This design comes from an exercise in tuning for small area and few clock cycles on the open sky130 flow, not from production work. Only simulation tests tie the RTL to the original design; equivalence was not proved. Power and IR drop assume default switching activity.

==> flow/design.v <==
module fshv (
    input  wire        clk,
    input  wire        rst,
    input  wire        cmd_valid,
    input  wire [7:0]  cmd,
    output wire        cmd_ready,
    input  wire [15:0] store_len,
    output wire        rd_req,
    output wire [15:0] rd_addr,
    input  wire        rd_ack,
    input  wire [7:0]  rd_data,
    output wire        out_valid,
    output wire [2:0]  out_kind,
    output wire [7:0]  out_class,
    output wire [7:0]  out_id,
    output wire [15:0] out_len,
    output wire [15:0] out_pos,
    output wire [15:0] out_expected,
    output wire [15:0] out_got,
    output wire [15:0] cursor,
    output reg         commit_valid,
    output wire [15:0] commit_count,
    output reg         err_illegal_cmd,
    output reg         err_cursor
);
    localparam [7:0]  P_SYNC1   = 8'hB5;
    localparam [7:0]  P_SYNC2   = 8'h62;
    localparam [10:0] P_MAX_LEN = 11'd1240;
    localparam [7:0] CMD_SCAN   = 8'h01;
    localparam [7:0] CMD_COMMIT = 8'h02;
    localparam [1:0] KD_NONE = 2'b00;
    localparam [1:0] KD_OK   = 2'b01;
    localparam [1:0] KD_MIS  = 2'b10;
    localparam [1:0] KD_NEED = 2'b11;
    reg        busy;      
    reg        inf;       
    reg [15:0] m;         
    reg [10:0] o;         
    reg [1:0]  kd;
    reg        herr;
    reg [7:0]  cls_n;
    reg [7:0]  id_n;
    reg [10:0] len;
    reg [7:0]  ck_a;
    reg [7:0]  ck_b;
    reg [7:0]  rx_a_n;
    reg [7:0]  rx_b_n;    
    reg        got_a;     
    reg        sh_p;      
    reg        sh_f;      
    reg [2:0]  q_hi;
    wire [10:0] q = {q_hi, rx_b_n};
    function [15:0] add16;
        input [15:0] x;
        input [15:0] y;
        integer k;
        reg c;
        begin
            c = 1'b0;
            for (k = 0; k < 16; k = k + 1) begin
                add16[k] = x[k] ^ y[k] ^ c;
                c = (x[k] & y[k]) | (c & (x[k] ^ y[k]));
            end
        end
    endfunction
    function [7:0] add8;
        input [7:0] x;
        input [7:0] y;
        integer k;
        reg c;
        begin
            c = 1'b0;
            for (k = 0; k < 8; k = k + 1) begin
                add8[k] = x[k] ^ y[k] ^ c;
                c = (x[k] & y[k]) | (c & (x[k] ^ y[k]));
            end
        end
    endfunction
    function [10:0] inc11;
        input [10:0] x;
        integer k;
        reg c;
        begin
            c = 1'b1;
            for (k = 0; k < 11; k = k + 1) begin
                inc11[k] = x[k] ^ c;
                c = c & x[k];
            end
        end
    endfunction
    wire is_mis = (kd == KD_MIS);
    wire show   = (kd[1] ^ kd[0]) & ~herr;
    assign out_valid = herr | (kd != KD_NONE);
    assign out_kind  = {herr, kd & {2{~herr}}};
    wire [10:0] cur_o = inf ? 11'd0 : is_mis ? 11'd2 : o;
    wire [10:0] b_o   = busy ? o : cur_o;
    wire [15:0] addr  = add16(m, {5'd0, b_o});
    assign cursor       = addr;
    assign commit_count = addr;
    assign rd_addr      = addr;
    wire cmp    = busy ? (addr >= store_len) : (addr > store_len);
    wire at_end = cmp;
    wire past   = cmp;
    assign rd_req = busy & ~at_end;
    assign cmd_ready = ~rst & ~busy & ~commit_valid;
    assign out_class    = ~(cls_n | {8{~show}});
    assign out_id       = ~(id_n | {8{~show}});
    assign out_len      = show ? {5'd0, len} : 16'd0;
    assign out_pos      = show ? m : 16'd0;
    assign out_expected = ~({rx_b_n, rx_a_n} | {16{~show}});
    assign out_got      = show ? {ck_b, ck_a} : 16'd0;
    wire [7:0] b = rd_data;
    wire b_s1 = (b == P_SYNC1);
    wire b_s2 = (b == P_SYNC2);
    wire [10:0] o_inc = inc11(o);
    wire o_is1  = (o == 11'd1);
    wire o_hdr  = (o[10:3] == 8'd0) & ~(o[2] & o[1]);      
    wire [11:0] len6 = {1'b0, len} + 12'd6;
    wire o_cka  = ({1'b0, o} == len6);
    wire [7:0] ck_a_next = add8(ck_a, b);
    wire [7:0] ck_b_next = add8(ck_b, ck_a_next);
    wire [15:0] len_full = {b, len[7:0]};
    wire oversize = (len_full > {5'd0, P_MAX_LEN});
    wire [10:0] resume = sh_p ? q : o;
    always @(posedge clk) begin
        if (rst) begin
            busy            <= 1'b0;
            inf             <= 1'b0;
            m               <= 16'd0;
            o               <= 11'd0;
            herr            <= 1'b0;
            kd              <= KD_NONE;
            commit_valid    <= 1'b0;
            err_illegal_cmd <= 1'b0;
            err_cursor      <= 1'b0;
        end else if (commit_valid) begin
            commit_valid <= 1'b0;
            m            <= 16'd0;
            if (!inf || err_cursor) begin
                o   <= 11'd0;
                inf <= 1'b0;
            end
            herr         <= 1'b0;
            kd           <= KD_NONE;
        end else if (!busy) begin
            if (cmd_valid) begin
                case (cmd)
                    CMD_SCAN: begin
                        if (past) begin
                            err_cursor <= 1'b1;
                            herr       <= 1'b1;
                            if (inf) begin
                                inf <= 1'b0;
                                o   <= 11'd0;
                            end else if (is_mis) begin
                                o   <= 11'd2;
                            end
                        end else begin
                            busy <= 1'b1;
                            herr <= 1'b0;
                        end
                    end
                    CMD_COMMIT: commit_valid <= 1'b1;
                    default:    err_illegal_cmd <= 1'b1;
                endcase
            end
        end else if (at_end) begin
            busy <= 1'b0;
            kd   <= KD_NEED;
        end else if (rd_ack) begin
            if (!inf) begin
                m <= addr;
                o <= 11'd1;
                if (b_s1) begin
                    inf  <= 1'b1;
                    sh_p <= 1'b0;
                    sh_f <= 1'b0;
                end
            end else begin
                if (!o_is1 && !sh_f) begin
                    if (sh_p) begin
                        if (b_s2) sh_f <= 1'b1;
                        else      sh_p <= 1'b0;
                    end else if (b_s1) begin
                        sh_p   <= 1'b1;
                        q_hi   <= o[10:8];
                        rx_b_n <= o[7:0];
                    end
                end
                o <= o_inc;
                if (o_is1) begin
                    ck_a  <= 8'd0;
                    ck_b  <= 8'd0;
                    got_a <= 1'b0;
                    if (!b_s2) inf <= 1'b0;
                end else if (o_hdr) begin
                    ck_a <= ck_a_next;
                    ck_b <= ck_b_next;
                    case (o[1:0])
                        2'd2: cls_n <= ~b;
                        2'd3: id_n  <= ~b;
                        2'd0: len[7:0] <= b;
                        default: begin
                            len[10:8] <= b[2:0];
                            if (oversize) begin
                                inf <= 1'b0;
                                o   <= resume;
                            end
                        end
                    endcase
                end else if (got_a) begin
                    rx_b_n <= ~b;
                    busy   <= 1'b0;
                    inf    <= 1'b0;
                    if ({b, ~rx_a_n} == {ck_b, ck_a}) begin
                        kd <= KD_OK;
                    end else begin
                        kd <= KD_MIS;
                        o  <= resume;
                    end
                end else if (o_cka) begin
                    rx_a_n <= ~b;
                    got_a  <= 1'b1;
                end else begin
                    ck_a <= ck_a_next;
                    ck_b <= ck_b_next;
                end
            end
        end
    end
endmodule
clock: 10.0 ns
lec_check: 0
cap_margin: 0
core_margin: 2
core_utilization: 70
cts_buf_list: sky130_fd_sc_hd__clkbuf_8
cts_cluster_size: 10
slew_margin: 0
standard.sh (not shown) runs the stock make flow with config.mk's settings and CLKGATE_MAP_FILE= SYNTH_SCRIPT=/design/flow/synth_recipe.tcl, a recipe that flattens the netlist after the stock synthesis.
==> flow/flow/run.sh <==
#!/bin/bash
# The standard layout (the standard.sh: standard synthesis, floorplan, place,
# CTS, route, finish), with the port buffers that global placement inserts made
# of the smallest buffer cell, sky130_fd_sc_hd__buf_1, instead of the cell
# buffer_ports picks by default.  Every input and output port still gets its
# own buffer.  The whole make output goes to standard_flow.log here; ORFS's
# per-step logs stay under orfs/logs/.
set -euo pipefail
bash standard.sh "BUFFER_PORTS_ARGS=-buffer_cell sky130_fd_sc_hd__buf_1" finish > standard_flow.log 2>&1
Testbench counts at the start, summed over its fixed seeds: cycles 133,836.
Next try:
Settings changed: CAP_MARGIN 0 to 20, CORE_UTILIZATION 70 to 50, SLEW_MARGIN 0 to 20.
- The new run finished with timing, DRC and antenna clean
- cell count rises by about 4.4%
- sequential share of layout area falls by 0.26 points
- routed wire length rises by about 4%
Next try:
Settings changed: CORE_UTILIZATION 50 to 60, GPL_ROUTABILITY_DRIVEN set to 0, GPL_TIMING_DRIVEN set to 0.
Effect:
- The new run finished with timing, DRC and antenna clean
- sequential share of layout area came out lower by 1.8 points
- clock-buffer cell count stays the same
- first-iteration DRC count rises by 17%
- maximum frequency drops by 0.75%
- total power went up by 3.1%
- cell count goes up by about 2.5%
- die area decreases by about 16%
- global-route usage climbs by 4.5 points
- critical path depth rises by 1
- final area rose by 5.3%
Next try:
Settings changed: GPL_ROUTABILITY_DRIVEN 0 to not set, GPL_TIMING_DRIVEN 0 to not set.
Effect: Setup slack is better by 0.028 ns; clock power shrinks by 13%; register-to-register slack is better by 0.33 ns; die area is unchanged; global-route usage shrinks by 1.3 points; cell area shrinks by 6.1%.

-- afterwards: timing with drivers on the ports --
How much do the figures lean on ideal ports? The routed layouts below were timed once more, with nothing changed but the port constraints.
Step 1, drivers: a clkbuf_16 drives clk and a buf_2 each remaining input, both assumed.
Step 2 also shifts input and output timing later by t, the mid clock arrival at the registers, as if the neighbouring blocks saw the same clock.
a / b / c = ideal ports / drivers / drivers and shift; a / b = the first two.
run | t (ns) | setup slack, ns | worst setup path at the end
the first run | 0.404 | 0.379 / 0.342 / 0.746 | register to output
the second run | 0.425 | 0.324 / 0.290 / 0.716 | register to output
the third run | 0.408 | 0.251 / 0.214 / 0.623 | register to output
the fourth run | 0.413 | 0.279 / 0.243 / 0.657 | register to output
After both steps every run listed still meets setup and hold.
